What follows belongs to an exercise in optimizing a design on an open flow for small area, a short achievable clock period and few clock cycles per item; a production flow would make more cautious choices. The RTL was checked by simulation tests, not by an equivalence proof against the original design. Power and IR drop assume default switching activity.

==> design/flow/design.v <==
module inav_decoder (
    input  wire         clk,
    input  wire         rst,         
    input  wire         cmd_valid,
    output wire         cmd_ready,
    input  wire [124:0] cmd,
    output reg          rsp_valid,
    output wire [485:0] rsp
);
    localparam [2:0] ST_OK         = 3'd0;
    localparam [2:0] ST_FRAMING    = 3'd1;
    localparam [2:0] ST_CRC        = 3'd2;
    localparam [2:0] ST_UNKNOWN_WT = 3'd3;
    localparam [2:0] ST_EVEN_BUF   = 3'd4;
    localparam [2:0] ST_RESYNC     = 3'd5;
    localparam [2:0] ST_ILLEGAL    = 3'd7;
    reg          rdy;
    reg          asm_odd;       
    reg  [111:6] evb;           
    reg  [10:1]  evwt;          
    reg          evwt_ok;       
    reg          v1;            
    reg  [3:0]   op1;
    reg  [2:0]   st1;           
    reg          pair1;         
    reg          ev1;           
    reg  [23:0]  syn0, syn1;    
    reg  [15:0]  pd;            
    reg  [3:0]   gt1;           
    assign cmd_ready = rdy;
    wire       accept    = cmd_valid & rdy;
    wire [3:0] op        = cmd[124:121];
    wire       odd       = cmd[120];
    wire       marker_ok = (cmd[119] == odd);
    wire       submit    = (op == 4'h0);
    wire       ev_load   = accept & submit & marker_ok & ~odd;
    wire [10:0] wt_in;
    genvar gi;
    generate
        for (gi = 0; gi <= 10; gi = gi + 1) begin : g_dec
            assign wt_in[gi] = (cmd[117:112] == gi);
        end
    endgenerate
    wire [7:0]  lo = cmd[13:6] & {8{~odd}};
    wire [23:0] syn_in0, syn_in1;
    wire r0x_0 = cmd[60] ^ cmd[92];
    wire r0x_1 = cmd[62] ^ cmd[94];
    wire r0x_2 = cmd[86] ^ cmd[114];
    wire r0x_3 = cmd[64] ^ cmd[96];
    wire r0x_4 = cmd[98] ^ cmd[116];
    wire r0x_5 = cmd[32] ^ cmd[72];
    wire r0x_6 = cmd[40] ^ cmd[84];
    wire r0x_7 = cmd[58] ^ cmd[90];
    wire r0x_8 = cmd[70] ^ cmd[110];
    wire r0x_9 = cmd[56] ^ cmd[88];
    wire r0x_10 = cmd[30] ^ cmd[34];
    wire r0x_11 = cmd[36] ^ cmd[66];
    wire r0x_12 = cmd[38] ^ cmd[42];
    wire r0x_13 = cmd[52] ^ cmd[76];
    wire r0x_14 = cmd[68] ^ cmd[78];
    wire r0x_15 = cmd[102] ^ cmd[108];
    wire r0x_16 = cmd[46] ^ r0x_2;
    wire r0x_17 = cmd[106] ^ r0x_1;
    wire r0x_18 = cmd[48] ^ cmd[104];
    wire r0x_19 = cmd[74] ^ cmd[118];
    wire r0x_20 = cmd[100] ^ cmd[112];
    wire r0x_21 = cmd[54] ^ r0x_0;
    wire r0x_22 = r0x_3 ^ r0x_7;
    wire r0x_23 = cmd[50] ^ r0x_4;
    wire r0x_24 = r0x_8 ^ r0x_21;
    wire r0x_25 = cmd[80] ^ cmd[82];
    wire r0x_26 = cmd[44] ^ r0x_6;
    wire r0x_27 = r0x_5 ^ r0x_9;
    wire r0x_28 = cmd[68] ^ r0x_10;
    wire r0x_29 = cmd[72] ^ r0x_15;
    wire r0x_30 = cmd[82] ^ r0x_11;
    wire r0x_31 = cmd[104] ^ r0x_14;
    wire r0x_32 = cmd[114] ^ r0x_13;
    wire r0x_33 = cmd[30] ^ cmd[46];
    wire r0x_34 = cmd[44] ^ cmd[110];
    wire r0x_35 = cmd[106] ^ cmd[112];
    wire r0x_36 = cmd[32] ^ r0x_0;
    wire r0x_37 = cmd[66] ^ r0x_13;
    wire r0x_38 = cmd[70] ^ r0x_20;
    wire r0x_39 = cmd[80] ^ r0x_12;
    wire r0x_40 = cmd[118] ^ r0x_10;
    wire r0x_41 = r0x_1 ^ r0x_18;
    wire r0x_42 = r0x_2 ^ r0x_19;
    wire r0x_43 = r0x_9 ^ r0x_14;
    wire r0x_44 = cmd[86] ^ r0x_17;
    wire r0x_45 = r0x_16 ^ r0x_22;
    wire r0x_46 = r0x_16 ^ r0x_23;
    wire r0x_47 = cmd[36] ^ cmd[116];
    wire r0x_48 = cmd[42] ^ cmd[82];
    wire r0x_49 = cmd[48] ^ cmd[64];
    wire r0x_50 = cmd[50] ^ cmd[78];
    wire r0x_51 = cmd[52] ^ cmd[100];
    wire r0x_52 = cmd[74] ^ cmd[88];
    wire r0x_53 = cmd[80] ^ cmd[90];
    wire r0x_54 = cmd[84] ^ cmd[98];
    wire r0x_55 = cmd[106] ^ cmd[108];
    wire r0x_56 = cmd[108] ^ cmd[112];
    wire r0x_57 = cmd[30] ^ r0x_4;
    wire r0x_58 = cmd[34] ^ r0x_34;
    wire r0x_59 = cmd[38] ^ r0x_19;
    wire r0x_60 = cmd[40] ^ r0x_8;
    wire r0x_61 = cmd[42] ^ r0x_15;
    wire r0x_62 = cmd[62] ^ r0x_5;
    wire r0x_63 = cmd[94] ^ r0x_25;
    wire r0x_64 = cmd[98] ^ r0x_0;
    wire r0x_65 = r0x_4 ^ r0x_11;
    wire r0x_66 = r0x_6 ^ r0x_7;
    wire r0x_67 = r0x_18 ^ r0x_33;
    wire r0x_68 = r0x_5 ^ r0x_37;
    wire r0x_69 = r0x_16 ^ r0x_26;
    wire r0x_70 = r0x_17 ^ r0x_29;
    wire r0x_71 = r0x_20 ^ r0x_32;
    wire r0x_72 = r0x_22 ^ r0x_42;
    wire r0x_73 = r0x_23 ^ r0x_27;
    wire r0x_74 = r0x_27 ^ r0x_41;
    wire r0x_75 = r0x_36 ^ r0x_40;
    wire r0x_76 = cmd[48] ^ cmd[50];
    wire r0x_77 = cmd[102] ^ lo[0];
    wire r0x_78 = r0x_8 ^ r0x_35;
    wire r0x_79 = r0x_76 ^ r0x_37;
    wire r0x_80 = r0x_77 ^ r0x_78;
    wire r0x_81 = r0x_69 ^ r0x_75;
    wire r0x_82 = r0x_79 ^ r0x_80;
    wire r0x_83 = r0x_81 ^ r0x_82;
    wire r0x_84 = cmd[40] ^ cmd[76];
    wire r0x_85 = r0x_20 ^ r0x_34;
    wire r0x_86 = r0x_52 ^ r0x_84;
    wire r0x_87 = r0x_21 ^ r0x_30;
    wire r0x_88 = r0x_57 ^ r0x_85;
    wire r0x_89 = r0x_86 ^ r0x_45;
    wire r0x_90 = r0x_87 ^ r0x_88;
    wire r0x_91 = r0x_89 ^ r0x_90;
    wire r0x_92 = lo[2] ^ r0x_19;
    wire r0x_93 = r0x_48 ^ r0x_54;
    wire r0x_94 = r0x_31 ^ r0x_38;
    wire r0x_95 = r0x_92 ^ r0x_93;
    wire r0x_96 = r0x_45 ^ r0x_70;
    wire r0x_97 = r0x_94 ^ r0x_95;
    wire r0x_98 = r0x_96 ^ r0x_97;
    wire r0x_99 = cmd[44] ^ cmd[90];
    wire r0x_100 = r0x_10 ^ r0x_12;
    wire r0x_101 = r0x_51 ^ r0x_99;
    wire r0x_102 = r0x_23 ^ r0x_43;
    wire r0x_103 = r0x_60 ^ r0x_100;
    wire r0x_104 = r0x_101 ^ r0x_44;
    wire r0x_105 = r0x_102 ^ r0x_103;
    wire r0x_106 = r0x_104 ^ r0x_105;
    wire r0x_107 = cmd[36] ^ cmd[54];
    wire r0x_108 = cmd[70] ^ lo[4];
    wire r0x_109 = r0x_25 ^ r0x_35;
    wire r0x_110 = r0x_107 ^ r0x_29;
    wire r0x_111 = r0x_66 ^ r0x_67;
    wire r0x_112 = r0x_108 ^ r0x_109;
    wire r0x_113 = r0x_110 ^ r0x_111;
    wire r0x_114 = r0x_112 ^ r0x_113;
    wire r0x_115 = cmd[60] ^ r0x_8;
    wire r0x_116 = r0x_25 ^ r0x_42;
    wire r0x_117 = r0x_57 ^ r0x_61;
    wire r0x_118 = r0x_115 ^ r0x_68;
    wire r0x_119 = r0x_116 ^ r0x_117;
    wire r0x_120 = r0x_118 ^ r0x_119;
    wire r0x_121 = cmd[54] ^ cmd[76];
    wire r0x_122 = lo[6] ^ r0x_11;
    wire r0x_123 = r0x_12 ^ r0x_20;
    wire r0x_124 = r0x_55 ^ r0x_121;
    wire r0x_125 = r0x_22 ^ r0x_26;
    wire r0x_126 = r0x_67 ^ r0x_122;
    wire r0x_127 = r0x_123 ^ r0x_124;
    wire r0x_128 = r0x_73 ^ r0x_125;
    wire r0x_129 = r0x_126 ^ r0x_127;
    wire r0x_130 = r0x_128 ^ r0x_129;
    wire r0x_131 = r0x_6 ^ r0x_11;
    wire r0x_132 = r0x_31 ^ r0x_40;
    wire r0x_133 = r0x_62 ^ r0x_64;
    wire r0x_134 = r0x_131 ^ r0x_45;
    wire r0x_135 = r0x_132 ^ r0x_133;
    wire r0x_136 = r0x_134 ^ r0x_135;
    wire r0x_137 = cmd[14] ^ cmd[108];
    wire r0x_138 = cmd[116] ^ r0x_3;
    wire r0x_139 = r0x_12 ^ r0x_137;
    wire r0x_140 = r0x_30 ^ r0x_43;
    wire r0x_141 = r0x_138 ^ r0x_139;
    wire r0x_142 = r0x_24 ^ r0x_69;
    wire r0x_143 = r0x_140 ^ r0x_141;
    wire r0x_144 = r0x_142 ^ r0x_143;
    wire r0x_145 = cmd[34] ^ cmd[68];
    wire r0x_146 = cmd[70] ^ cmd[100];
    wire r0x_147 = r0x_49 ^ r0x_52;
    wire r0x_148 = r0x_145 ^ r0x_146;
    wire r0x_149 = r0x_36 ^ r0x_39;
    wire r0x_150 = r0x_65 ^ r0x_147;
    wire r0x_151 = r0x_148 ^ r0x_44;
    wire r0x_152 = r0x_149 ^ r0x_150;
    wire r0x_153 = r0x_151 ^ r0x_152;
    wire r0x_154 = cmd[16] ^ cmd[102];
    wire r0x_155 = r0x_0 ^ r0x_7;
    wire r0x_156 = r0x_154 ^ r0x_17;
    wire r0x_157 = r0x_28 ^ r0x_32;
    wire r0x_158 = r0x_39 ^ r0x_155;
    wire r0x_159 = r0x_73 ^ r0x_156;
    wire r0x_160 = r0x_157 ^ r0x_158;
    wire r0x_161 = r0x_159 ^ r0x_160;
    wire r0x_162 = cmd[58] ^ cmd[112];
    wire r0x_163 = r0x_1 ^ r0x_162;
    wire r0x_164 = r0x_28 ^ r0x_29;
    wire r0x_165 = r0x_59 ^ r0x_163;
    wire r0x_166 = r0x_24 ^ r0x_46;
    wire r0x_167 = r0x_164 ^ r0x_165;
    wire r0x_168 = r0x_166 ^ r0x_167;
    wire r0x_169 = cmd[18] ^ cmd[88];
    wire r0x_170 = r0x_15 ^ r0x_18;
    wire r0x_171 = r0x_50 ^ r0x_169;
    wire r0x_172 = r0x_17 ^ r0x_26;
    wire r0x_173 = r0x_64 ^ r0x_170;
    wire r0x_174 = r0x_171 ^ r0x_172;
    wire r0x_175 = r0x_173 ^ r0x_174;
    wire r0x_176 = cmd[60] ^ r0x_3;
    wire r0x_177 = r0x_19 ^ r0x_47;
    wire r0x_178 = r0x_60 ^ r0x_176;
    wire r0x_179 = r0x_177 ^ r0x_71;
    wire r0x_180 = r0x_74 ^ r0x_178;
    wire r0x_181 = r0x_179 ^ r0x_180;
    wire r0x_182 = cmd[20] ^ cmd[66];
    wire r0x_183 = cmd[76] ^ cmd[114];
    wire r0x_184 = r0x_3 ^ r0x_53;
    wire r0x_185 = r0x_182 ^ r0x_183;
    wire r0x_186 = r0x_26 ^ r0x_38;
    wire r0x_187 = r0x_41 ^ r0x_61;
    wire r0x_188 = r0x_184 ^ r0x_185;
    wire r0x_189 = r0x_75 ^ r0x_186;
    wire r0x_190 = r0x_187 ^ r0x_188;
    wire r0x_191 = r0x_189 ^ r0x_190;
    wire r0x_192 = cmd[48] ^ cmd[78];
    wire r0x_193 = cmd[84] ^ cmd[88];
    wire r0x_194 = r0x_12 ^ r0x_192;
    wire r0x_195 = r0x_193 ^ r0x_30;
    wire r0x_196 = r0x_32 ^ r0x_38;
    wire r0x_197 = r0x_62 ^ r0x_194;
    wire r0x_198 = r0x_195 ^ r0x_196;
    wire r0x_199 = r0x_197 ^ r0x_198;
    wire r0x_200 = cmd[22] ^ cmd[42];
    wire r0x_201 = cmd[92] ^ cmd[102];
    wire r0x_202 = r0x_3 ^ r0x_5;
    wire r0x_203 = r0x_200 ^ r0x_201;
    wire r0x_204 = r0x_17 ^ r0x_30;
    wire r0x_205 = r0x_31 ^ r0x_58;
    wire r0x_206 = r0x_202 ^ r0x_203;
    wire r0x_207 = r0x_46 ^ r0x_204;
    wire r0x_208 = r0x_205 ^ r0x_206;
    wire r0x_209 = r0x_207 ^ r0x_208;
    wire r0x_210 = cmd[116] ^ r0x_14;
    wire r0x_211 = r0x_33 ^ r0x_35;
    wire r0x_212 = r0x_49 ^ r0x_53;
    wire r0x_213 = r0x_59 ^ r0x_210;
    wire r0x_214 = r0x_211 ^ r0x_212;
    wire r0x_215 = r0x_24 ^ r0x_68;
    wire r0x_216 = r0x_213 ^ r0x_214;
    wire r0x_217 = r0x_215 ^ r0x_216;
    wire r0x_218 = cmd[24] ^ cmd[38];
    wire r0x_219 = cmd[118] ^ r0x_2;
    wire r0x_220 = r0x_13 ^ r0x_18;
    wire r0x_221 = r0x_55 ^ r0x_218;
    wire r0x_222 = r0x_28 ^ r0x_63;
    wire r0x_223 = r0x_66 ^ r0x_219;
    wire r0x_224 = r0x_220 ^ r0x_221;
    wire r0x_225 = r0x_24 ^ r0x_222;
    wire r0x_226 = r0x_223 ^ r0x_224;
    wire r0x_227 = r0x_225 ^ r0x_226;
    wire r0x_228 = cmd[80] ^ cmd[92];
    wire r0x_229 = r0x_6 ^ r0x_228;
    wire r0x_230 = r0x_22 ^ r0x_43;
    wire r0x_231 = r0x_65 ^ r0x_229;
    wire r0x_232 = r0x_70 ^ r0x_71;
    wire r0x_233 = r0x_230 ^ r0x_231;
    wire r0x_234 = r0x_232 ^ r0x_233;
    wire r0x_235 = cmd[26] ^ cmd[96];
    wire r0x_236 = r0x_6 ^ r0x_47;
    wire r0x_237 = r0x_48 ^ r0x_50;
    wire r0x_238 = r0x_56 ^ r0x_235;
    wire r0x_239 = r0x_27 ^ r0x_236;
    wire r0x_240 = r0x_237 ^ r0x_238;
    wire r0x_241 = r0x_24 ^ r0x_44;
    wire r0x_242 = r0x_239 ^ r0x_240;
    wire r0x_243 = r0x_241 ^ r0x_242;
    wire r0x_244 = cmd[66] ^ cmd[100];
    wire r0x_245 = r0x_4 ^ r0x_12;
    wire r0x_246 = r0x_15 ^ r0x_244;
    wire r0x_247 = r0x_31 ^ r0x_63;
    wire r0x_248 = r0x_245 ^ r0x_246;
    wire r0x_249 = r0x_24 ^ r0x_72;
    wire r0x_250 = r0x_247 ^ r0x_248;
    wire r0x_251 = r0x_249 ^ r0x_250;
    wire r0x_252 = cmd[28] ^ cmd[52];
    wire r0x_253 = cmd[72] ^ r0x_1;
    wire r0x_254 = r0x_9 ^ r0x_54;
    wire r0x_255 = r0x_56 ^ r0x_252;
    wire r0x_256 = r0x_39 ^ r0x_58;
    wire r0x_257 = r0x_253 ^ r0x_254;
    wire r0x_258 = r0x_255 ^ r0x_72;
    wire r0x_259 = r0x_256 ^ r0x_257;
    wire r0x_260 = r0x_258 ^ r0x_259;
    wire r0x_261 = cmd[96] ^ r0x_25;
    wire r0x_262 = r0x_51 ^ r0x_28;
    wire r0x_263 = r0x_261 ^ r0x_46;
    wire r0x_264 = r0x_74 ^ r0x_262;
    wire r0x_265 = r0x_263 ^ r0x_264;
    assign syn_in0[0] = r0x_83;
    assign syn_in0[1] = r0x_91;
    assign syn_in0[2] = r0x_98;
    assign syn_in0[3] = r0x_106;
    assign syn_in0[4] = r0x_114;
    assign syn_in0[5] = r0x_120;
    assign syn_in0[6] = r0x_130;
    assign syn_in0[7] = r0x_136;
    assign syn_in0[8] = r0x_144;
    assign syn_in0[9] = r0x_153;
    assign syn_in0[10] = r0x_161;
    assign syn_in0[11] = r0x_168;
    assign syn_in0[12] = r0x_175;
    assign syn_in0[13] = r0x_181;
    assign syn_in0[14] = r0x_191;
    assign syn_in0[15] = r0x_199;
    assign syn_in0[16] = r0x_209;
    assign syn_in0[17] = r0x_217;
    assign syn_in0[18] = r0x_227;
    assign syn_in0[19] = r0x_234;
    assign syn_in0[20] = r0x_243;
    assign syn_in0[21] = r0x_251;
    assign syn_in0[22] = r0x_260;
    assign syn_in0[23] = r0x_265;
    wire r1x_0 = cmd[61] ^ cmd[93];
    wire r1x_1 = cmd[63] ^ cmd[95];
    wire r1x_2 = cmd[97] ^ cmd[115];
    wire r1x_3 = cmd[39] ^ cmd[83];
    wire r1x_4 = cmd[41] ^ cmd[85];
    wire r1x_5 = cmd[57] ^ cmd[89];
    wire r1x_6 = cmd[59] ^ cmd[91];
    wire r1x_7 = cmd[65] ^ cmd[67];
    wire r1x_8 = cmd[71] ^ cmd[111];
    wire r1x_9 = cmd[55] ^ cmd[87];
    wire r1x_10 = cmd[69] ^ cmd[109];
    wire r1x_11 = cmd[105] ^ r1x_0;
    wire r1x_12 = cmd[35] ^ cmd[119];
    wire r1x_13 = cmd[43] ^ cmd[49];
    wire r1x_14 = cmd[77] ^ cmd[101];
    wire r1x_15 = cmd[113] ^ cmd[117];
    wire r1x_16 = r1x_2 ^ r1x_7;
    wire r1x_17 = cmd[31] ^ cmd[47];
    wire r1x_18 = cmd[51] ^ cmd[75];
    wire r1x_19 = cmd[53] ^ cmd[107];
    wire r1x_20 = cmd[99] ^ r1x_1;
    wire r1x_21 = cmd[37] ^ cmd[79];
    wire r1x_22 = cmd[81] ^ cmd[103];
    wire r1x_23 = r1x_6 ^ r1x_10;
    wire r1x_24 = r1x_8 ^ r1x_9;
    wire r1x_25 = cmd[33] ^ cmd[73];
    wire r1x_26 = cmd[45] ^ r1x_4;
    wire r1x_27 = r1x_5 ^ r1x_15;
    wire r1x_28 = r1x_12 ^ r1x_18;
    wire r1x_29 = r1x_3 ^ r1x_11;
    wire r1x_30 = r1x_13 ^ r1x_14;
    wire r1x_31 = r1x_19 ^ r1x_23;
    wire r1x_32 = cmd[33] ^ cmd[71];
    wire r1x_33 = cmd[45] ^ cmd[111];
    wire r1x_34 = cmd[69] ^ cmd[83];
    wire r1x_35 = cmd[77] ^ cmd[81];
    wire r1x_36 = cmd[79] ^ cmd[107];
    wire r1x_37 = cmd[97] ^ cmd[107];
    wire r1x_38 = cmd[31] ^ r1x_22;
    wire r1x_39 = cmd[37] ^ r1x_9;
    wire r1x_40 = cmd[87] ^ r1x_17;
    wire r1x_41 = r1x_4 ^ r1x_21;
    wire r1x_42 = r1x_15 ^ r1x_17;
    wire r1x_43 = r1x_0 ^ r1x_24;
    wire r1x_44 = r1x_11 ^ r1x_26;
    wire r1x_45 = r1x_20 ^ r1x_27;
    wire r1x_46 = cmd[35] ^ cmd[51];
    wire r1x_47 = cmd[41] ^ cmd[99];
    wire r1x_48 = cmd[43] ^ cmd[117];
    wire r1x_49 = cmd[47] ^ cmd[103];
    wire r1x_50 = cmd[51] ^ cmd[109];
    wire r1x_51 = cmd[65] ^ cmd[85];
    wire r1x_52 = cmd[81] ^ cmd[105];
    wire r1x_53 = cmd[91] ^ cmd[113];
    wire r1x_54 = cmd[101] ^ cmd[119];
    wire r1x_55 = cmd[113] ^ cmd[115];
    wire r1x_56 = cmd[43] ^ r1x_1;
    wire r1x_57 = cmd[47] ^ r1x_3;
    wire r1x_58 = cmd[53] ^ r1x_25;
    wire r1x_59 = cmd[61] ^ r1x_8;
    wire r1x_60 = cmd[73] ^ r1x_14;
    wire r1x_61 = cmd[101] ^ r1x_5;
    wire r1x_62 = cmd[109] ^ r1x_32;
    wire r1x_63 = r1x_2 ^ r1x_46;
    wire r1x_64 = r1x_3 ^ r1x_55;
    wire r1x_65 = r1x_5 ^ r1x_10;
    wire r1x_66 = r1x_13 ^ r1x_19;
    wire r1x_67 = cmd[49] ^ r1x_20;
    wire r1x_68 = cmd[67] ^ r1x_30;
    wire r1x_69 = r1x_6 ^ r1x_16;
    wire r1x_70 = r1x_16 ^ r1x_24;
    wire r1x_71 = r1x_20 ^ r1x_28;
    wire r1x_72 = r1x_23 ^ r1x_54;
    wire r1x_73 = r1x_25 ^ r1x_41;
    wire r1x_74 = r1x_28 ^ r1x_59;
    wire r1x_75 = r1x_33 ^ r1x_42;
    wire r1x_76 = r1x_34 ^ r1x_40;
    wire r1x_77 = r1x_38 ^ r1x_62;
    wire r1x_78 = r1x_29 ^ r1x_70;
    wire r1x_79 = r1x_31 ^ r1x_45;
    wire r1x_80 = cmd[117] ^ r1x_52;
    wire r1x_81 = r1x_58 ^ r1x_61;
    wire r1x_82 = r1x_63 ^ r1x_80;
    wire r1x_83 = r1x_67 ^ r1x_76;
    wire r1x_84 = r1x_81 ^ r1x_82;
    wire r1x_85 = r1x_83 ^ r1x_84;
    wire r1x_86 = cmd[67] ^ cmd[119];
    wire r1x_87 = lo[1] ^ r1x_8;
    wire r1x_88 = r1x_22 ^ r1x_34;
    wire r1x_89 = r1x_37 ^ r1x_86;
    wire r1x_90 = r1x_60 ^ r1x_87;
    wire r1x_91 = r1x_88 ^ r1x_89;
    wire r1x_92 = r1x_44 ^ r1x_45;
    wire r1x_93 = r1x_90 ^ r1x_91;
    wire r1x_94 = r1x_92 ^ r1x_93;
    wire r1x_95 = cmd[75] ^ cmd[83];
    wire r1x_96 = cmd[89] ^ r1x_0;
    wire r1x_97 = r1x_14 ^ r1x_47;
    wire r1x_98 = r1x_95 ^ r1x_39;
    wire r1x_99 = r1x_96 ^ r1x_97;
    wire r1x_100 = r1x_69 ^ r1x_75;
    wire r1x_101 = r1x_98 ^ r1x_99;
    wire r1x_102 = r1x_100 ^ r1x_101;
    wire r1x_103 = cmd[79] ^ lo[3];
    wire r1x_104 = r1x_6 ^ r1x_51;
    wire r1x_105 = r1x_27 ^ r1x_28;
    wire r1x_106 = r1x_66 ^ r1x_103;
    wire r1x_107 = r1x_104 ^ r1x_77;
    wire r1x_108 = r1x_105 ^ r1x_106;
    wire r1x_109 = r1x_107 ^ r1x_108;
    wire r1x_110 = cmd[41] ^ cmd[45];
    wire r1x_111 = cmd[91] ^ r1x_2;
    wire r1x_112 = r1x_8 ^ r1x_13;
    wire r1x_113 = r1x_25 ^ r1x_36;
    wire r1x_114 = r1x_52 ^ r1x_110;
    wire r1x_115 = r1x_57 ^ r1x_111;
    wire r1x_116 = r1x_112 ^ r1x_113;
    wire r1x_117 = r1x_114 ^ r1x_115;
    wire r1x_118 = r1x_116 ^ r1x_117;
    wire r1x_119 = cmd[101] ^ cmd[103];
    wire r1x_120 = lo[5] ^ r1x_4;
    wire r1x_121 = r1x_32 ^ r1x_119;
    wire r1x_122 = r1x_39 ^ r1x_63;
    wire r1x_123 = r1x_120 ^ r1x_121;
    wire r1x_124 = r1x_122 ^ r1x_123;
    wire r1x_125 = r1x_79 ^ r1x_124;
    wire r1x_126 = cmd[97] ^ cmd[105];
    wire r1x_127 = r1x_1 ^ r1x_49;
    wire r1x_128 = r1x_126 ^ r1x_65;
    wire r1x_129 = r1x_127 ^ r1x_68;
    wire r1x_130 = r1x_74 ^ r1x_128;
    wire r1x_131 = r1x_129 ^ r1x_130;
    wire r1x_132 = cmd[35] ^ lo[7];
    wire r1x_133 = r1x_7 ^ r1x_35;
    wire r1x_134 = r1x_26 ^ r1x_39;
    wire r1x_135 = r1x_56 ^ r1x_64;
    wire r1x_136 = r1x_132 ^ r1x_133;
    wire r1x_137 = r1x_31 ^ r1x_134;
    wire r1x_138 = r1x_135 ^ r1x_136;
    wire r1x_139 = r1x_137 ^ r1x_138;
    wire r1x_140 = cmd[63] ^ cmd[69];
    wire r1x_141 = cmd[99] ^ r1x_12;
    wire r1x_142 = r1x_140 ^ r1x_11;
    wire r1x_143 = r1x_40 ^ r1x_141;
    wire r1x_144 = r1x_69 ^ r1x_73;
    wire r1x_145 = r1x_142 ^ r1x_143;
    wire r1x_146 = r1x_144 ^ r1x_145;
    wire r1x_147 = cmd[15] ^ r1x_21;
    wire r1x_148 = r1x_48 ^ r1x_16;
    wire r1x_149 = r1x_26 ^ r1x_57;
    wire r1x_150 = r1x_65 ^ r1x_147;
    wire r1x_151 = r1x_43 ^ r1x_148;
    wire r1x_152 = r1x_149 ^ r1x_150;
    wire r1x_153 = r1x_151 ^ r1x_152;
    wire r1x_154 = cmd[37] ^ cmd[43];
    wire r1x_155 = cmd[57] ^ cmd[71];
    wire r1x_156 = cmd[73] ^ r1x_17;
    wire r1x_157 = r1x_18 ^ r1x_19;
    wire r1x_158 = r1x_154 ^ r1x_155;
    wire r1x_159 = r1x_16 ^ r1x_156;
    wire r1x_160 = r1x_157 ^ r1x_158;
    wire r1x_161 = r1x_29 ^ r1x_159;
    wire r1x_162 = r1x_160 ^ r1x_161;
    wire r1x_163 = cmd[17] ^ cmd[87];
    wire r1x_164 = r1x_6 ^ r1x_37;
    wire r1x_165 = r1x_49 ^ r1x_163;
    wire r1x_166 = r1x_30 ^ r1x_164;
    wire r1x_167 = r1x_165 ^ r1x_29;
    wire r1x_168 = r1x_166 ^ r1x_167;
    wire r1x_169 = cmd[39] ^ cmd[59];
    wire r1x_170 = cmd[73] ^ cmd[103];
    wire r1x_171 = cmd[115] ^ r1x_10;
    wire r1x_172 = r1x_169 ^ r1x_170;
    wire r1x_173 = r1x_42 ^ r1x_171;
    wire r1x_174 = r1x_172 ^ r1x_43;
    wire r1x_175 = r1x_71 ^ r1x_173;
    wire r1x_176 = r1x_174 ^ r1x_175;
    wire r1x_177 = cmd[19] ^ cmd[89];
    wire r1x_178 = cmd[103] ^ r1x_36;
    wire r1x_179 = r1x_50 ^ r1x_177;
    wire r1x_180 = r1x_178 ^ r1x_179;
    wire r1x_181 = r1x_44 ^ r1x_67;
    wire r1x_182 = r1x_180 ^ r1x_181;
    wire r1x_183 = cmd[37] ^ cmd[65];
    wire r1x_184 = cmd[113] ^ r1x_35;
    wire r1x_185 = r1x_47 ^ r1x_183;
    wire r1x_186 = r1x_184 ^ r1x_185;
    wire r1x_187 = r1x_74 ^ r1x_76;
    wire r1x_188 = r1x_186 ^ r1x_187;
    wire r1x_189 = cmd[21] ^ r1x_1;
    wire r1x_190 = r1x_12 ^ r1x_53;
    wire r1x_191 = r1x_16 ^ r1x_30;
    wire r1x_192 = r1x_189 ^ r1x_190;
    wire r1x_193 = r1x_44 ^ r1x_77;
    wire r1x_194 = r1x_191 ^ r1x_192;
    wire r1x_195 = r1x_193 ^ r1x_194;
    wire r1x_196 = cmd[63] ^ cmd[71];
    wire r1x_197 = cmd[85] ^ cmd[89];
    wire r1x_198 = r1x_21 ^ r1x_196;
    wire r1x_199 = r1x_197 ^ r1x_58;
    wire r1x_200 = r1x_64 ^ r1x_198;
    wire r1x_201 = r1x_68 ^ r1x_199;
    wire r1x_202 = r1x_200 ^ r1x_201;
    wire r1x_203 = cmd[23] ^ cmd[93];
    wire r1x_204 = r1x_7 ^ r1x_21;
    wire r1x_205 = r1x_33 ^ r1x_203;
    wire r1x_206 = r1x_38 ^ r1x_61;
    wire r1x_207 = r1x_66 ^ r1x_204;
    wire r1x_208 = r1x_205 ^ r1x_206;
    wire r1x_209 = r1x_207 ^ r1x_208;
    wire r1x_210 = r1x_5 ^ r1x_14;
    wire r1x_211 = r1x_36 ^ r1x_53;
    wire r1x_212 = r1x_210 ^ r1x_211;
    wire r1x_213 = r1x_71 ^ r1x_212;
    wire r1x_214 = r1x_78 ^ r1x_213;
    wire r1x_215 = cmd[25] ^ cmd[31];
    wire r1x_216 = cmd[49] ^ cmd[95];
    wire r1x_217 = cmd[115] ^ r1x_4;
    wire r1x_218 = r1x_12 ^ r1x_35;
    wire r1x_219 = r1x_215 ^ r1x_216;
    wire r1x_220 = r1x_24 ^ r1x_217;
    wire r1x_221 = r1x_218 ^ r1x_219;
    wire r1x_222 = r1x_29 ^ r1x_31;
    wire r1x_223 = r1x_220 ^ r1x_221;
    wire r1x_224 = r1x_222 ^ r1x_223;
    wire r1x_225 = cmd[93] ^ r1x_22;
    wire r1x_226 = r1x_16 ^ r1x_41;
    wire r1x_227 = r1x_60 ^ r1x_225;
    wire r1x_228 = r1x_226 ^ r1x_227;
    wire r1x_229 = r1x_79 ^ r1x_228;
    wire r1x_230 = cmd[27] ^ cmd[83];
    wire r1x_231 = r1x_37 ^ r1x_50;
    wire r1x_232 = r1x_230 ^ r1x_27;
    wire r1x_233 = r1x_56 ^ r1x_231;
    wire r1x_234 = r1x_43 ^ r1x_73;
    wire r1x_235 = r1x_232 ^ r1x_233;
    wire r1x_236 = r1x_234 ^ r1x_235;
    wire r1x_237 = cmd[75] ^ cmd[79];
    wire r1x_238 = cmd[95] ^ cmd[99];
    wire r1x_239 = r1x_22 ^ r1x_48;
    wire r1x_240 = r1x_237 ^ r1x_238;
    wire r1x_241 = r1x_239 ^ r1x_240;
    wire r1x_242 = r1x_72 ^ r1x_241;
    wire r1x_243 = r1x_78 ^ r1x_242;
    wire r1x_244 = cmd[29] ^ cmd[33];
    wire r1x_245 = cmd[105] ^ r1x_3;
    wire r1x_246 = r1x_13 ^ r1x_18;
    wire r1x_247 = r1x_51 ^ r1x_244;
    wire r1x_248 = r1x_245 ^ r1x_246;
    wire r1x_249 = r1x_247 ^ r1x_72;
    wire r1x_250 = r1x_75 ^ r1x_248;
    wire r1x_251 = r1x_249 ^ r1x_250;
    assign syn_in1[0] = r1x_85;
    assign syn_in1[1] = r1x_94;
    assign syn_in1[2] = r1x_102;
    assign syn_in1[3] = r1x_109;
    assign syn_in1[4] = r1x_118;
    assign syn_in1[5] = r1x_125;
    assign syn_in1[6] = r1x_131;
    assign syn_in1[7] = r1x_139;
    assign syn_in1[8] = r1x_146;
    assign syn_in1[9] = r1x_153;
    assign syn_in1[10] = r1x_162;
    assign syn_in1[11] = r1x_168;
    assign syn_in1[12] = r1x_176;
    assign syn_in1[13] = r1x_182;
    assign syn_in1[14] = r1x_188;
    assign syn_in1[15] = r1x_195;
    assign syn_in1[16] = r1x_202;
    assign syn_in1[17] = r1x_209;
    assign syn_in1[18] = r1x_214;
    assign syn_in1[19] = r1x_224;
    assign syn_in1[20] = r1x_229;
    assign syn_in1[21] = r1x_236;
    assign syn_in1[22] = r1x_243;
    assign syn_in1[23] = r1x_251;
    reg [2:0] st_in;
    always @(*) begin
        case (op)
            4'h0:    st_in = !marker_ok ? ST_FRAMING :
                             !odd ? (asm_odd ? ST_RESYNC : ST_EVEN_BUF) :
                             ST_FRAMING;
            4'h1, 4'h4, 4'h5, 4'h6, 4'h7, 4'h8, 4'h9, 4'hA, 4'hB:
                     st_in = ST_OK;
            default: st_in = ST_ILLEGAL;
        endcase
    end
    always @(posedge clk) begin
        rdy   <= ~rst;
        v1    <= accept & ~rst;
        op1   <= op;
        st1   <= st_in;
        pair1 <= submit & marker_ok & odd & asm_odd;
        ev1   <= submit & marker_ok & ~odd;
        syn0  <= syn_in0;
        syn1  <= syn_in1;
        pd    <= cmd[117:102];
        gt1   <= {op == 4'hB, op == 4'hA, op == 4'h9, op == 4'h8};
        if (ev_load) begin
            evb     <= cmd[111:6];
            evwt    <= wt_in[10:1];
            evwt_ok <= (cmd[117:112] <= 6'd10);
        end
        if (rst || (accept && op == 4'h1))
            asm_odd <= 1'b0;
        else if (accept && submit && marker_ok)
            asm_odd <= ~odd;
    end
    reg  [23:0]  evsyn;         
    wire [23:0]  sab = syn0 ^ syn1;
    wire [23:0]  syn_x;
    wire tx_0 = sab[0] ^ sab[1];
    wire tx_1 = sab[2] ^ sab[3];
    wire tx_2 = sab[21] ^ sab[23];
    wire tx_3 = sab[11] ^ sab[22];
    wire tx_4 = sab[8] ^ sab[10];
    wire tx_5 = sab[9] ^ sab[12];
    wire tx_6 = sab[18] ^ tx_0;
    wire tx_7 = sab[20] ^ tx_1;
    wire tx_8 = sab[6] ^ tx_2;
    wire tx_9 = sab[7] ^ sab[15];
    wire tx_10 = sab[14] ^ sab[16];
    wire tx_11 = sab[4] ^ sab[19];
    wire tx_12 = sab[5] ^ tx_4;
    wire tx_13 = sab[17] ^ tx_5;
    wire tx_14 = tx_3 ^ tx_7;
    wire tx_15 = sab[13] ^ tx_6;
    wire tx_16 = sab[13] ^ tx_8;
    wire tx_17 = sab[0] ^ sab[4];
    wire tx_18 = sab[1] ^ sab[19];
    wire tx_19 = sab[2] ^ tx_9;
    wire tx_20 = sab[7] ^ tx_1;
    wire tx_21 = sab[14] ^ tx_11;
    wire tx_22 = tx_0 ^ tx_10;
    wire tx_23 = sab[15] ^ tx_8;
    wire tx_24 = tx_2 ^ tx_13;
    wire tx_25 = tx_3 ^ tx_6;
    wire tx_26 = sab[17] ^ tx_14;
    wire tx_27 = tx_12 ^ tx_15;
    wire tx_28 = sab[3] ^ sab[6];
    wire tx_29 = sab[4] ^ sab[8];
    wire tx_30 = sab[5] ^ sab[10];
    wire tx_31 = sab[6] ^ sab[22];
    wire tx_32 = sab[8] ^ sab[13];
    wire tx_33 = sab[10] ^ sab[11];
    wire tx_34 = sab[17] ^ sab[23];
    wire tx_35 = sab[12] ^ tx_9;
    wire tx_36 = tx_4 ^ tx_10;
    wire tx_37 = tx_9 ^ tx_32;
    wire tx_38 = sab[7] ^ tx_22;
    wire tx_39 = sab[16] ^ tx_20;
    wire tx_40 = sab[21] ^ tx_21;
    wire tx_41 = tx_13 ^ tx_29;
    wire tx_42 = sab[12] ^ tx_16;
    wire tx_43 = tx_5 ^ tx_14;
    wire tx_44 = tx_11 ^ tx_25;
    wire tx_45 = sab[8] ^ sab[16];
    wire tx_46 = tx_17 ^ tx_45;
    wire tx_47 = tx_46 ^ tx_42;
    wire tx_48 = sab[5] ^ sab[22];
    wire tx_49 = tx_48 ^ tx_8;
    wire tx_50 = tx_38 ^ tx_41;
    wire tx_51 = tx_49 ^ tx_50;
    wire tx_52 = sab[9] ^ tx_31;
    wire tx_53 = tx_34 ^ tx_19;
    wire tx_54 = tx_52 ^ tx_53;
    wire tx_55 = tx_27 ^ tx_54;
    wire tx_56 = tx_5 ^ tx_33;
    wire tx_57 = tx_20 ^ tx_56;
    wire tx_58 = tx_15 ^ tx_40;
    wire tx_59 = tx_57 ^ tx_58;
    wire tx_60 = tx_10 ^ tx_18;
    wire tx_61 = tx_30 ^ tx_60;
    wire tx_62 = tx_14 ^ tx_23;
    wire tx_63 = tx_61 ^ tx_62;
    wire tx_64 = sab[0] ^ tx_37;
    wire tx_65 = tx_64 ^ tx_26;
    wire tx_66 = sab[9] ^ sab[14];
    wire tx_67 = tx_28 ^ tx_66;
    wire tx_68 = tx_67 ^ tx_15;
    wire tx_69 = tx_18 ^ tx_19;
    wire tx_70 = tx_36 ^ tx_69;
    wire tx_71 = tx_42 ^ tx_70;
    wire tx_72 = sab[9] ^ tx_10;
    wire tx_73 = tx_37 ^ tx_72;
    wire tx_74 = tx_73 ^ tx_26;
    wire tx_75 = sab[3] ^ sab[15];
    wire tx_76 = sab[18] ^ tx_17;
    wire tx_77 = tx_75 ^ tx_36;
    wire tx_78 = tx_76 ^ tx_24;
    wire tx_79 = tx_77 ^ tx_78;
    wire tx_80 = sab[19] ^ tx_12;
    wire tx_81 = tx_13 ^ tx_23;
    wire tx_82 = tx_25 ^ tx_80;
    wire tx_83 = tx_81 ^ tx_82;
    wire tx_84 = sab[2] ^ sab[7];
    wire tx_85 = sab[9] ^ sab[20];
    wire tx_86 = sab[21] ^ tx_4;
    wire tx_87 = tx_84 ^ tx_85;
    wire tx_88 = tx_86 ^ tx_87;
    wire tx_89 = tx_88 ^ tx_44;
    wire tx_90 = tx_2 ^ tx_18;
    wire tx_91 = tx_12 ^ tx_90;
    wire tx_92 = tx_91 ^ tx_43;
    wire tx_93 = sab[10] ^ tx_17;
    wire tx_94 = tx_93 ^ tx_16;
    wire tx_95 = tx_43 ^ tx_94;
    wire tx_96 = tx_3 ^ tx_28;
    wire tx_97 = tx_12 ^ tx_96;
    wire tx_98 = tx_38 ^ tx_97;
    wire tx_99 = sab[6] ^ sab[11];
    wire tx_100 = sab[23] ^ tx_0;
    wire tx_101 = tx_99 ^ tx_19;
    wire tx_102 = tx_100 ^ tx_41;
    wire tx_103 = tx_101 ^ tx_102;
    wire tx_104 = tx_5 ^ tx_39;
    wire tx_105 = tx_27 ^ tx_104;
    wire tx_106 = sab[19] ^ tx_1;
    wire tx_107 = tx_33 ^ tx_22;
    wire tx_108 = tx_106 ^ tx_24;
    wire tx_109 = tx_107 ^ tx_108;
    wire tx_110 = sab[16] ^ tx_4;
    wire tx_111 = tx_6 ^ tx_110;
    wire tx_112 = tx_23 ^ tx_111;
    wire tx_113 = tx_26 ^ tx_112;
    wire tx_114 = tx_24 ^ tx_39;
    wire tx_115 = tx_44 ^ tx_114;
    wire tx_116 = sab[12] ^ sab[22];
    wire tx_117 = tx_11 ^ tx_34;
    wire tx_118 = tx_116 ^ tx_7;
    wire tx_119 = tx_117 ^ tx_118;
    wire tx_120 = tx_27 ^ tx_119;
    wire tx_121 = sab[1] ^ sab[5];
    wire tx_122 = sab[9] ^ sab[11];
    wire tx_123 = sab[18] ^ tx_121;
    wire tx_124 = tx_122 ^ tx_7;
    wire tx_125 = tx_21 ^ tx_123;
    wire tx_126 = tx_16 ^ tx_124;
    wire tx_127 = tx_125 ^ tx_126;
    wire tx_128 = tx_30 ^ tx_31;
    wire tx_129 = tx_7 ^ tx_35;
    wire tx_130 = tx_128 ^ tx_40;
    wire tx_131 = tx_129 ^ tx_130;
    wire tx_132 = sab[3] ^ sab[5];
    wire tx_133 = sab[20] ^ tx_3;
    wire tx_134 = tx_132 ^ tx_35;
    wire tx_135 = tx_133 ^ tx_134;
    assign syn_x[0] = tx_47;
    assign syn_x[1] = tx_51;
    assign syn_x[2] = tx_55;
    assign syn_x[3] = tx_59;
    assign syn_x[4] = tx_63;
    assign syn_x[5] = tx_65;
    assign syn_x[6] = tx_68;
    assign syn_x[7] = tx_71;
    assign syn_x[8] = tx_74;
    assign syn_x[9] = tx_79;
    assign syn_x[10] = tx_83;
    assign syn_x[11] = tx_89;
    assign syn_x[12] = tx_92;
    assign syn_x[13] = tx_95;
    assign syn_x[14] = tx_98;
    assign syn_x[15] = tx_103;
    assign syn_x[16] = tx_105;
    assign syn_x[17] = tx_109;
    assign syn_x[18] = tx_113;
    assign syn_x[19] = tx_115;
    assign syn_x[20] = tx_120;
    assign syn_x[21] = tx_127;
    assign syn_x[22] = tx_131;
    assign syn_x[23] = tx_135;
    reg  [119:0] w1;
    reg  [119:0] w2;
    reg  [121:0] w3;
    reg  [119:0] w4;
    reg  [98:0]  w5;
    reg  [118:0] w6;
    reg  [115:0] w7;
    reg  [120:0] w8;
    reg  [121:0] w9;
    reg  [121:0] w10;
    reg  [4:1]   eph_rx;
    reg  [10:7]  alm_rx;
    reg          rx5, rx6;      
    reg          new_eph, new_iono, new_utc, new_alm;
    reg  [2:0]   st2;
    reg          flag2;
    reg  [10:1]  sel0, sel1, sel2, sel3;    
    wire [121:0] data  = {evb[111:6], pd};    
    wire         crc_ok = (sab == evsyn);
    wire         wt_ok  = evwt_ok;
    wire         acc    = v1 & pair1 & crc_ok & wt_ok;
    wire         clr    = rst | (v1 && op1 == 4'h1);
    wire [10:1] wdec = evwt;
    wire [10:1] we = {10{acc}} & wdec[10:1];
    wire [9:0] iod_d  = data[121:112];
    wire [9:0] iod1_n = wdec[1] ? iod_d : w1[119:110];
    wire [9:0] iod2_n = wdec[2] ? iod_d : w2[119:110];
    wire [9:0] iod3_n = wdec[3] ? iod_d : w3[121:112];
    wire [9:0] iod4_n = wdec[4] ? iod_d : w4[119:110];
    wire [3:0] ioda_d   = data[121:118];
    wire [3:0] ioda7_n  = wdec[7]  ? ioda_d : w7[115:112];
    wire [3:0] ioda8_n  = wdec[8]  ? ioda_d : w8[120:117];
    wire [3:0] ioda9_n  = wdec[9]  ? ioda_d : w9[121:118];
    wire [3:0] ioda10_n = wdec[10] ? ioda_d : w10[121:118];
    wire [4:1]  eph_rx_n = eph_rx | wdec[4:1];
    wire [10:7] alm_rx_n = alm_rx | wdec[10:7];
    wire eph_consistent = (&eph_rx_n) && (iod1_n == iod2_n) &&
                          (iod2_n == iod3_n) && (iod3_n == iod4_n);
    wire slot1_both = alm_rx_n[7] & alm_rx_n[8];
    wire slot2_both = alm_rx_n[8] & alm_rx_n[9];
    wire slot3_both = alm_rx_n[9] & alm_rx_n[10];
    wire slot1_eq   = (ioda7_n == ioda8_n);
    wire slot2_eq   = (ioda8_n == ioda9_n);
    wire slot3_eq   = (ioda9_n == ioda10_n);
    wire slot1_ok   = slot1_both &  slot1_eq;
    wire slot2_ok   = slot2_both &  slot2_eq;
    wire slot3_ok   = slot3_both &  slot3_eq;
    wire slot1_bad  = slot1_both & ~slot1_eq;
    wire slot2_bad  = slot2_both & ~slot2_eq;
    wire slot3_bad  = slot3_both & ~slot3_eq;
    wire alm_any_ok  = (wdec[7] & slot1_ok) | (wdec[8] & (slot1_ok | slot2_ok)) |
                       (wdec[9] & (slot2_ok | slot3_ok)) | (wdec[10] & slot3_ok);
    wire alm_any_bad = (wdec[7] & slot1_bad) | (wdec[8] & (slot1_bad | slot2_bad)) |
                       (wdec[9] & (slot2_bad | slot3_bad)) | (wdec[10] & slot3_bad);
    wire is_eph = wdec[1] | wdec[2] | wdec[3] | wdec[4];
    wire is_alm = wdec[7] | wdec[8] | wdec[9] | wdec[10];
    reg new_sel;
    always @(*) begin
        case (op1[1:0])
            2'd0:    new_sel = new_eph;
            2'd1:    new_sel = new_iono;
            2'd2:    new_sel = new_utc;
            default: new_sel = new_alm;
        endcase
    end
    wire hasnew = (op1[3:2] == 2'b01);
    wire get    = (op1[3:2] == 2'b10);
    wire [10:1] rx    = {alm_rx, rx6, rx5, eph_rx};
    wire [3:0]  gdec  = {op1[1:0] == 2'd3, op1[1:0] == 2'd2, op1[1:0] == 2'd1, op1[1:0] == 2'd0};
    wire [10:1] gsel  = {{4{gdec[3]}}, gdec[2], gdec[1], {4{gdec[0]}}};
    wire [10:1] gsel1 = {{4{gt1[3]}}, gt1[2], gt1[1], {4{gt1[0]}}};
    always @(posedge clk) begin
        if (v1 && ev1)
            evsyn <= syn_x;
        if (we[1])  w1  <= data[121:2];
        if (we[2])  w2  <= data[121:2];
        if (we[3])  w3  <= data[121:0];
        if (we[4])  w4  <= data[121:2];
        if (we[5])  w5  <= data[121:23];
        if (we[6])  w6  <= data[121:3];
        if (we[7])  w7  <= data[121:6];
        if (we[8])  w8  <= data[121:1];
        if (we[9])  w9  <= data[121:0];
        if (we[10]) w10 <= data[121:0];
        if (clr) begin
            eph_rx   <= 4'd0;
            alm_rx   <= 4'd0;
            rx5      <= 1'b0;
            rx6      <= 1'b0;
            new_eph  <= 1'b0;
            new_iono <= 1'b0;
            new_utc  <= 1'b0;
            new_alm  <= 1'b0;
        end else if (v1) begin
            if (acc && is_eph) begin
                eph_rx  <= eph_rx_n;
                new_eph <= eph_consistent;
            end
            if (acc && wdec[5]) begin
                rx5      <= 1'b1;
                new_iono <= 1'b1;
            end
            if (acc && wdec[6]) begin
                rx6     <= 1'b1;
                new_utc <= 1'b1;
            end
            if (acc && is_alm) begin
                alm_rx <= alm_rx_n;
                if (alm_any_ok)
                    new_alm <= 1'b1;
                else if (alm_any_bad)
                    new_alm <= 1'b0;
            end
            if (hasnew) begin
                case (op1[1:0])
                    2'd0: new_eph  <= 1'b0;
                    2'd1: new_iono <= 1'b0;
                    2'd2: new_utc  <= 1'b0;
                    default: new_alm <= 1'b0;
                endcase
            end
        end
        rsp_valid <= v1 & ~rst;
        st2       <= !pair1 ? st1 : !crc_ok ? ST_CRC : !wt_ok ? ST_UNKNOWN_WT : ST_OK;
        flag2     <= hasnew & new_sel;
        sel0      <= {10{get}} & gsel & rx;
        sel1      <= {10{get & v1}} & gsel & rx;
        sel2      <= gsel1 & rx;
        sel3      <= {10{v1}} & gsel1 & rx;
    end
    wire [119:0] r1;
    wire [119:0] r2;
    wire [121:0] r3;
    wire [119:0] r4;
    wire [98:0]  r5;
    wire [118:0] r6;
    wire [115:0] r7;
    wire [120:0] r8;
    wire [121:0] r9;
    wire [121:0] r10;
    wire [3:0]   s1  = {sel3[1],  sel2[1],  sel1[1],  sel0[1]};
    wire [3:0]   s2  = {sel3[2],  sel2[2],  sel1[2],  sel0[2]};
    wire [3:0]   s3  = {sel3[3],  sel2[3],  sel1[3],  sel0[3]};
    wire [3:0]   s4  = {sel3[4],  sel2[4],  sel1[4],  sel0[4]};
    wire [3:0]   s5  = {sel3[5],  sel2[5],  sel1[5],  sel0[5]};
    wire [3:0]   s6  = {sel3[6],  sel2[6],  sel1[6],  sel0[6]};
    wire [3:0]   s7  = {sel3[7],  sel2[7],  sel1[7],  sel0[7]};
    wire [3:0]   s8  = {sel3[8],  sel2[8],  sel1[8],  sel0[8]};
    wire [3:0]   s9  = {sel3[9],  sel2[9],  sel1[9],  sel0[9]};
    wire [3:0]   s10 = {sel3[10], sel2[10], sel1[10], sel0[10]};
    genvar bi;
    generate
        for (bi = 0; bi < 122; bi = bi + 1) begin : g_rec
            if (bi < 120) assign r1[bi]  = w1[bi]  & s1[bi * 4 / 120];
            if (bi < 120) assign r2[bi]  = w2[bi]  & s2[bi * 4 / 120];
            assign r3[bi] = w3[bi] & s3[bi * 4 / 122];
            if (bi < 120) assign r4[bi]  = w4[bi]  & s4[bi * 4 / 120];
            if (bi < 99)  assign r5[bi]  = w5[bi]  & s5[bi * 4 / 99];
            if (bi < 119) assign r6[bi]  = w6[bi]  & s6[bi * 4 / 119];
            if (bi < 116) assign r7[bi]  = w7[bi]  & s7[bi * 4 / 116];
            if (bi < 121) assign r8[bi]  = w8[bi]  & s8[bi * 4 / 121];
            assign r9[bi]  = w9[bi]  & s9[bi * 4 / 122];
            assign r10[bi] = w10[bi] & s10[bi * 4 / 122];
        end
    endgenerate
    wire [481:0] rec_eph  = {r1, r2, r3, r4};
    wire [98:0]  rec_iono = r5;
    wire [118:0] rec_utc  = r6;
    wire [480:0] rec_alm  = {r7, r8, r9, r10};
    assign rsp = {st2, flag2,
                  rec_eph | {383'd0, rec_iono} | {363'd0, rec_utc} | {1'b0, rec_alm}};
endmodule
==> design/flow/flow/run.sh <==
#!/bin/bash
# The standard layout (the standard.sh), with two changes to how it is
# made: ports are buffered with buf_2 (rather than the delay-buffer cell
# buffer_ports picks on its own), and synthesis may not map to a222oi_1,
# which has no stronger size for timing repair to swap to.
set -euo pipefail
export BUFFER_PORTS_ARGS="-buffer_cell sky130_fd_sc_hd__buf_2"
export DONT_USE_CELLS="sky130_fd_sc_hd__a222oi_1"
bash standard.sh finish > make_finish.log 2>&1
tail -n 20 make_finish.log
==> design/flow/standard.sh <==
#!/bin/bash
# synth_recipe.tcl (not shown) runs the flow's synth.tcl, then flattens the netlist and writes it again
# the make line also repeats each setting of config.mk as NAME=value (left out here)
make -C /OpenROAD-flow-scripts/flow DESIGN_CONFIG=/design/flow/config.mk WORK_HOME=/design/flow/orfs CLKGATE_MAP_FILE= SYNTH_SCRIPT=/design/flow/synth_recipe.tcl "${@:-finish}"
==> design/flow/config.mk <==
export PLATFORM = sky130hd
export DESIGN_NAME = inav_decoder
export DESIGN_NICKNAME = inav_decoder
export VERILOG_FILES = /design/flow/design.v
export SDC_FILE = /design/flow/constraint.sdc
export NUM_CORES = 4
export LEC_CHECK = 0
export CAP_MARGIN = 20
export CORE_MARGIN = 2
export CORE_UTILIZATION = 40
export PLACE_DENSITY = 0.6
export SETUP_SLACK_MARGIN = 5
export SLEW_MARGIN = 20
export TNS_END_PERCENT = 100
==> design/flow/constraint.sdc <==
create_clock -name core_clock -period 8.0 [get_ports {clk}]
set_input_delay 1.6000 -clock core_clock [delete_from_list [all_inputs] [get_ports {clk}]]
set_output_delay 1.6000 -clock core_clock [all_outputs]
set_load 0.01 [all_outputs]
==> out/metrics.yaml, run 1 <==
status:
  outcome: "no timing/DRC/antenna violations"
drt:
  drtAntennaViolNets: 0
  drc: 0
  drt-total-wl_mm: 218.9
  vias: 35980
  drtPass1Iterations: 7
  wire_per_inst_um: 34.93
  routed_via_density: 5.742
  drt-initial-drc-count: 4883
placement:
  place_congestion: 0.8882
  portBuffers: 609
  hpwl_mm: 131.4
  place_ws_ns: 3.766
  place_inst: 5797
die:
  rows: 138
  io-pin-count: 616
  start_util_pct: 40.40
  dieWidth_um: 382.4
  die_area_mm2: 0.1462
  fp.coreArea_mm2: 0.1418
  die_h_um: 382.4
clocking:
  cts_tree: "built"
  clock-sinks: 1461
  clockBufferDepth: 3
  cts_htree_levels: 4
  cts-root-buf: "clkbuf_16"
  cts_buffers: 149
  cts-hold-fix-buffers: 0
  worstSkewPairLatency_ns: 0.80
  clk_pin_slew_ns: 0.06
logic_synthesis:
  synthXorXnorAreaFrac_pct: 11.85
  synth-seq-area-share_pct: 74.17
  syn_area_per_cell_um2: 16.87
  synth-compound-area-share_pct: 9.703
  syn_area_mm2: 0.05728
  synth_top_family_by_area: "XOR/XNOR gates"
  synth-seq-cells: 1461
  syn_nets: 3524
  async_reset_ff_share_pct: 0
  synth_fa_ha_area_share_pct: 0.02184
  netlist_instances: 3395
  synthSimpleGateAreaFrac_pct: 2.405
  synthMuxAreaShare_pct: 0.4063
  synth-edff-count: 1322
  synth_top_flop_cell: "edfxtp_1"
  netlist-cell-type-count: 66
  yosys_warnings: 1
cells_and_area:
  drive_gt1_share_pct: 32.83
  syn_to_final_growth_pct: 30.03
  ff_latch_area_mm2: 0.04260
  nFillCells: 11360
  fin_cells: 6267
  num-nets-final: 4374
  multi_input_area_mm2: 0.01572
job:
  max_cap_violations: 0
timing:
  fin_hold_ws_ns: 0.4428
  slew_headroom_pct: 27.67
  finClkSkew_ns: 0.02750
  worstMarginPinSlew_ns: 1.077
  timing.final.crit_share_pct: 47.09
  fmax_mhz: 265.4
  hold_viol: 0
  rsz0062_at_grt: "yes"
  min_period_ns: 3.768
  report.final.slew_viol_count: 0
  fin_ws_ns: 4.232
  setup_viol: 0
  setup_total_negative_slack_ns: 0
worst_setup_path:
  cp-end-kind: "output pin"
  worstPathMaxFanout: 15
  r2r-start: "syn1[0]$_DFF_P_"
  critPathKind: "reg2out"
  startpoint: "sel3[10]$_DFF_P_"
  required_ns: 6.40
  worst_ep_arrival_time_ns: 2.17
  start_kind: "flip-flop"
min_path:
  holdCritPathClass: "reg2reg"
  hold_path_startpoint: "st1[0]$_DFF_P_"
global_route:
  antenna_found_initial: 46
  grt_overflow: 0
  grt_pass1_wl_mm: 288.5
  grtUsageTotal_pct: 28.75
  grt_max_degree: 61
  grt_pass1_vias: 34140
pwr:
  power_density_mw_per_mm2: 314.3
  ir_worst_vdd_mv: 0.6576
  p_leak_uw: 0.02645
[cells by family after synthesis]
family	Yosys count
muxes	22
AOI/OAI and AO/OA	686
and+or+nand+nor	287
DFF	1461
xor gates and xnor gates	726
buffers and inverters	212
adders and majority gates	1
[layer usage]
layer	global-route usage, %	share of wire [%]	wire, um	vias to the layer above
met5	0	0.074	162	-
met4	9.376	3.8	8249	28
met3	5.364	8.7	19030	357
met2	46.30	47	103200	2041
met1	39.37	40	88250	18740
li1	-	-	-	14820
[state kept, by name (all words and copies together) (netlist names), 16 cells and up]
| name | flops |
|---|---|
| evb | 106 |
| evsyn | 24 |
| pd | 16 |
| syn0 | 24 |
| syn1 | 24 |
| w1 | 120 |
| w10 | 122 |
| w2 | 120 |
| w3 | 122 |
| w4 | 120 |
| w5 | 99 |
| w6 | 119 |
| w7 | 116 |
| w8 | 121 |
| w9 | 122 |
[metrics by stage]
step / util (%) / total power, uW / area [um2]
2_1_floorplan: - / 14970 / 57620
3_3_place_gp: 44.35 / 16630 / 62870
3_5_place_dp: 44.35 / 16570 / 62870
4_1_cts: 51.72 / 23390 / 73320
5_1_grt: 52.53 / 24280 / 74460
6_report: 52.54 / 23410 / 74480
[area by class of cell]
type | instances | share of cell area, %
sequential | 1461 | 57.20
multi-input combinational | 1727 | 21.11
timing repair buffer | 857 | 11.82
clock buffer | 187 | 5.309
tap | 1890 | 3.175
clock inverter | 81 | 1.077
inverter | 49 | 0.2587
antenna | 15 | 0.05040
[worst paths after layout]
check	to	cells after the start	slack (ns)
setup / recovery	rsp[118]	4	4.23
setup reg to reg	w4[3]$_DFFE_PP_	7	4.96
hold reg to reg	st2[0]$_DFF_P_	2	0.44
hold / removal	st2[0]$_DFF_P_	2	0.44
[worst max-delay path, stage by stage (launching register included)]
cell,delay (ns)
dfxtp_2,0.36
buf_12,0.17
a222oi_1,0.58
inv_1,0.10
buf_2,0.16
[where the power goes]
group	internal (uW)	switching, uW	total (uW)
sequential	8940	158	9090
combinational	3500	3950	7450
clock	3860	3000	6860
total	16300	7110	23400
[cell usage after synthesis, drive strengths merged (3+ instances only)]
master,count,area share [%]
edfxtp,1322,69
xnor2,571,8.9
a22o,363,5.6
a22oi,201,2.6
clkbuf,144,0.94
dfxtp,139,4.9
xor2,136,2.1
nand2,124,0.83
nor2,49,0.32
inv,48,0.31
a21oi,29,0.25
and3,26,0.29
o21ai,23,0.20
a222oi,22,0.38
and2,22,0.24
mux2i,21,0.37
buf,19,0.18
xnor3,19,0.77
nor2b,16,0.17
nor3,12,0.10
o22ai,11,0.12
nand3,9,0.079
a221oi,8,0.12
nor4,7,0.098
nand4,6,0.066
nand2b,5,0.055
a31oi,3,0.033
o221ai,3,0.046
[placed cells by master (no fill, tap or decap), types with 103 or more instances in the layout]
cell,n
edfxtp_1,1322
xnor2_1,541
buf_2,454
a22o_1,319
a22oi_2,183
buf_6,169
clkbuf_16,167
xor2_1,124
nand2_1,106
dfxtp_1,103
[what timing repair did]
item,in CTS,in global routing
setup buffers,76,19
resized for setup,719,108
cloned,76,16
hold endpoints to repair,0,0
setup endpoints to repair,1744,852
pin swaps,180,122
Testbench counts, summed over its fixed seeds: cycles 5,616, items 5,600.
==> inputs of run 2 (changes only) <==
==> design/flow/flow/run.sh (replaced) <==
#!/bin/bash
# The standard layout (the standard.sh), with two changes to how it is
# made: ports are buffered with buf_2 (rather than the delay-buffer cell
# buffer_ports picks on its own), and a222oi_1, which has no stronger size
# for timing repair to swap to, is added to the platform's don't-use list.
set -euo pipefail
PLATFORM_DONT_USE="$(sed -n '/^export DONT_USE_CELLS/,/^#/p' "$FLOW_HOME/platforms/sky130hd/config.mk" | grep -o 'sky130_fd_sc_hd__[a-z0-9_]*' | tr '\n' ' ')"
bash standard.sh "BUFFER_PORTS_ARGS=-buffer_cell sky130_fd_sc_hd__buf_2" \
    "DONT_USE_CELLS=${PLATFORM_DONT_USE}sky130_fd_sc_hd__a222oi_1" finish > make_finish.log 2>&1
tail -n 20 make_finish.log
==> run 2 against run 1 <==
Compared with the run above:
- final area fell by 2.0%
- global-route usage fell by 1.3 points
- via count fell by 0.28%
- sequential cell count did not move
- clock power fell by 1%
- register-to-register slack improved by 0.05 ns
- total power barely moved
- first-iteration DRC count fell by 1.4%
- worst setup slack improved by 0.32 ns
- synthesized cell count rose by 0.62%
- sequential share of layout area rose by 1.2 points
- wire length barely moved
- critical endpoint is now rsp[298]
- largest power group unchanged
==> out/metrics.yaml, run 2 <==
global_route:
  grt_pass1_wl_mm: 277.2
  antenna_found_initial: 50
  grt_overflow: 0
  grtUsageTotal_pct: 27.43
  grt_pass1_vias: 33590
  grt_max_degree: 76
die:
  io-pin-count: 616
  die_area_mm2: 0.1463
  die_h_um: 382.5
  dieWidth_um: 382.5
  start_util_pct: 40.38
  fp.coreArea_mm2: 0.1419
  rows: 138
pwr:
  intPower_uw: 16230
  power_frac_comb_pct: 32.3
  p_leak_uw: 0.02586
  p_sw_uw: 7184
  power_density_mw_per_mm2: 320.9
  finalPower_uw: 23410
  seqPwrFrac_pct: 38.8
  p_clk_share_pct: 28.9
  ir_worst_vdd_mv: 0.4917
  switching_share_pct: 30.68
logic_synthesis:
  synthSimpleGateAreaFrac_pct: 2.655
  synth_area_leaders: "edfxtp_1 (69%), xnor2_1 (8.5%), a22o_1 (5.5%), dfxtp_1 (4.9%), a22oi_1 (2.9%)"
  synth.top_cell.area_share_pct: 69.27
  synth-seq-area-share_pct: 74.12
  netlist_instances: 3416
  synth-seq-cells: 1461
  synth_common_cells: "edfxtp_1 (1322), xnor2_1 (553), a22o_1 (363)"
  synth_area_leader_cell: "edfxtp_1"
  synth-edff-count: 1322
  netlist-cell-type-count: 66
  synth-compound-area-share_pct: 9.637
  synth_fa_ha_area_share_pct: 0.02183
  post-synth-top-count-cell: "edfxtp_1"
  syn_area_per_cell_um2: 16.78
  async_reset_ff_share_pct: 0
  synth_top_flop_cell: "edfxtp_1"
  yosys_warnings: 1
  synthMuxAreaShare_pct: 0.4061
  syn_nets: 3545
  synth_top_family_by_area: "XOR/XNOR gates"
  synthXorXnorAreaFrac_pct: 11.85
  syn_area_mm2: 0.05731
cells_and_area:
  postLayoutCellArea_mm2: 0.07296
  layout_commonest_cell: "edfxtp_1"
  num-nets-final: 4344
  fin_cells: 6240
  drive_gt1_share_pct: 30.95
  final_cell_mix: "edfxtp_1 (1322), xnor2_1 (531), buf_2 (506)"
  syn_to_final_growth_pct: 27.30
  reg_top3: "w10 (122), w3 (122), w9 (122)"
clocking:
  clk_pin_slew_ns: 0.06
  cts_tree: "built"
  cts_htree_levels: 4
  clockBufferDepth: 3
  cts-hold-fix-buffers: 0
  cts_buffers: 146
  worstSkewPairLatency_ns: 0.80
  cts-root-buf: "clkbuf_16"
  clock-sinks: 1461
worst_setup_path:
  reg2reg_depth: 8
  required_ns: 6.40
  cpPeakStageDelay_ns: 0.48
  worst_ep_arrival_time_ns: 1.85
  worstPathMaxFanout: 8
  crit_path_cell_trace: "buf_12 -> a22o_1 -> buf_2"
  worst_path_max_delay_cell: "dfxtp_4"
  start_kind: "flip-flop"
  cp-end-kind: "output pin"
  critPathKind: "reg2out"
drt:
  vias: 35880
  wire_per_inst_um: 35.04
  routed_via_density: 5.750
  drt-initial-drc-count: 4813
  drtAntennaViolNets: 0
  drc: 0
  drt-total-wl_mm: 218.7
  drtPass1Iterations: 5
placement:
  hpwl_mm: 132.1
  place_inst: 5817
  portBuffers: 609
  place_area_mm2: 0.06291
  place_congestion: 0.9053
timing:
  timing.final.crit_share_pct: 43.08
  fmax_mhz: 290.1
  slew_headroom_pct: 32.76
  setup_viol: 0
  finClkSkew_ns: 0.03318
  report.final.slew_viol_count: 0
  hold_viol: 0
  worstMarginPinSlew_ns: 1.001
  fin_hold_ws_ns: 0.4430
  setup_total_negative_slack_ns: 0
  rsz0062_at_grt: "yes"
  min_period_ns: 3.447
min_path:
  holdCritPathClass: "reg2reg"
  hold_depth: 2
status:
  outcome: "no timing/DRC/antenna violations"
job:
  max_cap_violations: 0
[run 2: changes by cell type in the layout (fill, tap and decap cells not counted), sizes merged, moves of 20 or more]
| cell | change |
|---|---|
| a222oi | -22 |
| inv | -31 |
| nand2 | +37 |
| buf | -81 |
| a22oi | +20 |
| clkbuf | +37 |
[run 2: layer usage]
layer  up-vias  track usage (%)  routed length, um
met5         -                0                181
met4        30            8.691               6727
met3       314            6.039              20920
met2      2156            43.85             103600
met1     18640            37.32              87220
li1      14740                -                  -
[run 2: power by group through the flow]
stage	sequential (uW)	clock, uW	combinational (uW)
final	9090	6760	7560
after global routing	9100	7120	8050
after CTS	9100	6820	7500
after detailed placement	9250	0	7430
after global placement	9250	0	7520
after floorplan	9210	0	5760
[run 2: cell type report]
cell class	count	area, um2
antenna	14	35.03
clock buffer	195	3980
clock inverter	74	737.0
fill	11680	68970
inverter	28	113.9
multi-input combinational	1773	15670
sequential	1461	42600
tap	1890	2365
timing repair buffer	805	7452
[run 2: worst paths after layout]
kind | from | endpoint | slack (ns)
hold / removal | asm_odd$_SDFFE_PP0P_ | pair1$_DFF_P_ | 0.44
setup / recovery | sel1[2]$_DFF_P_ | rsp[298] | 4.55
setup reg to reg | syn1[0]$_DFF_P_ | w8[33]$_DFFE_PP_ | 5.01
hold reg to reg | asm_odd$_SDFFE_PP0P_ | pair1$_DFF_P_ | 0.44
[run 2: cells by family (layout without fill, tap and decap cells)]
logic type	after synthesis	count (layout)
xor+xnor	726	726
buf+inv	192	1102
simple gates	325	335
other cells	0	14
compound gates	689	689
flops	1461	1461
fa+ha+maj	1	1
mux	22	22
[run 2: worst max-delay path: cells and delay by family (launching register included)]
family                 cells  cell delay [ns]
buffers and inverters      2             0.35
AOI/OAI and AO/OA          1             0.21
DFF                        1             0.48
[run 2: what timing repair did]
action                                  in CTS  in global routing
endpoints found under the setup margin    1755               1199
pin swaps                                   55                154
setup buffers                               41                  6
gates resized for setup                    363                285
gates cloned                                34                 59
[run 2: per-stage QoR]
stage	setup slack, ns	util [%]
CTS	4.526	49.54
global placement	3.544	44.32
finish	4.553	51.40
global route	4.518	51.39
floorplan	3.644	-
detailed placement	3.550	44.32

[what the ideal ports hide]
Ports are ideal in the flow. The routed layouts listed here were re-timed in OpenROAD. Step 1 sets driving cells, clkbuf_16 on the clock port and buf_2 on the other inputs (assumed; they add their load-dependent delay and slew). Step 2, shift: input delay + t, output delay - t, t = (earliest + latest rising clock arrival at the registers) / 2. This alone moves slack from input paths to output paths. Slacks: ideal / step 1 / step 2; pairs: ideal / step 1.
run | t, ns | setup slack, ns | hold slack, ns | worst slew at a driven data input, ns
run 1 | 0.863 | 4.232 / 4.155 / 4.118 | 0.443 / 0.443 / 0.443 | 0.19
run 2 | 0.861 | 4.553 / 4.479 / 4.152 | 0.443 / 0.443 / 0.443 | 0.21
After both steps every run listed still meets setup and hold. For run 2, which loses most, drivers alone change the setup slack by -0.074 ns; drivers and shift together by -0.401 ns.
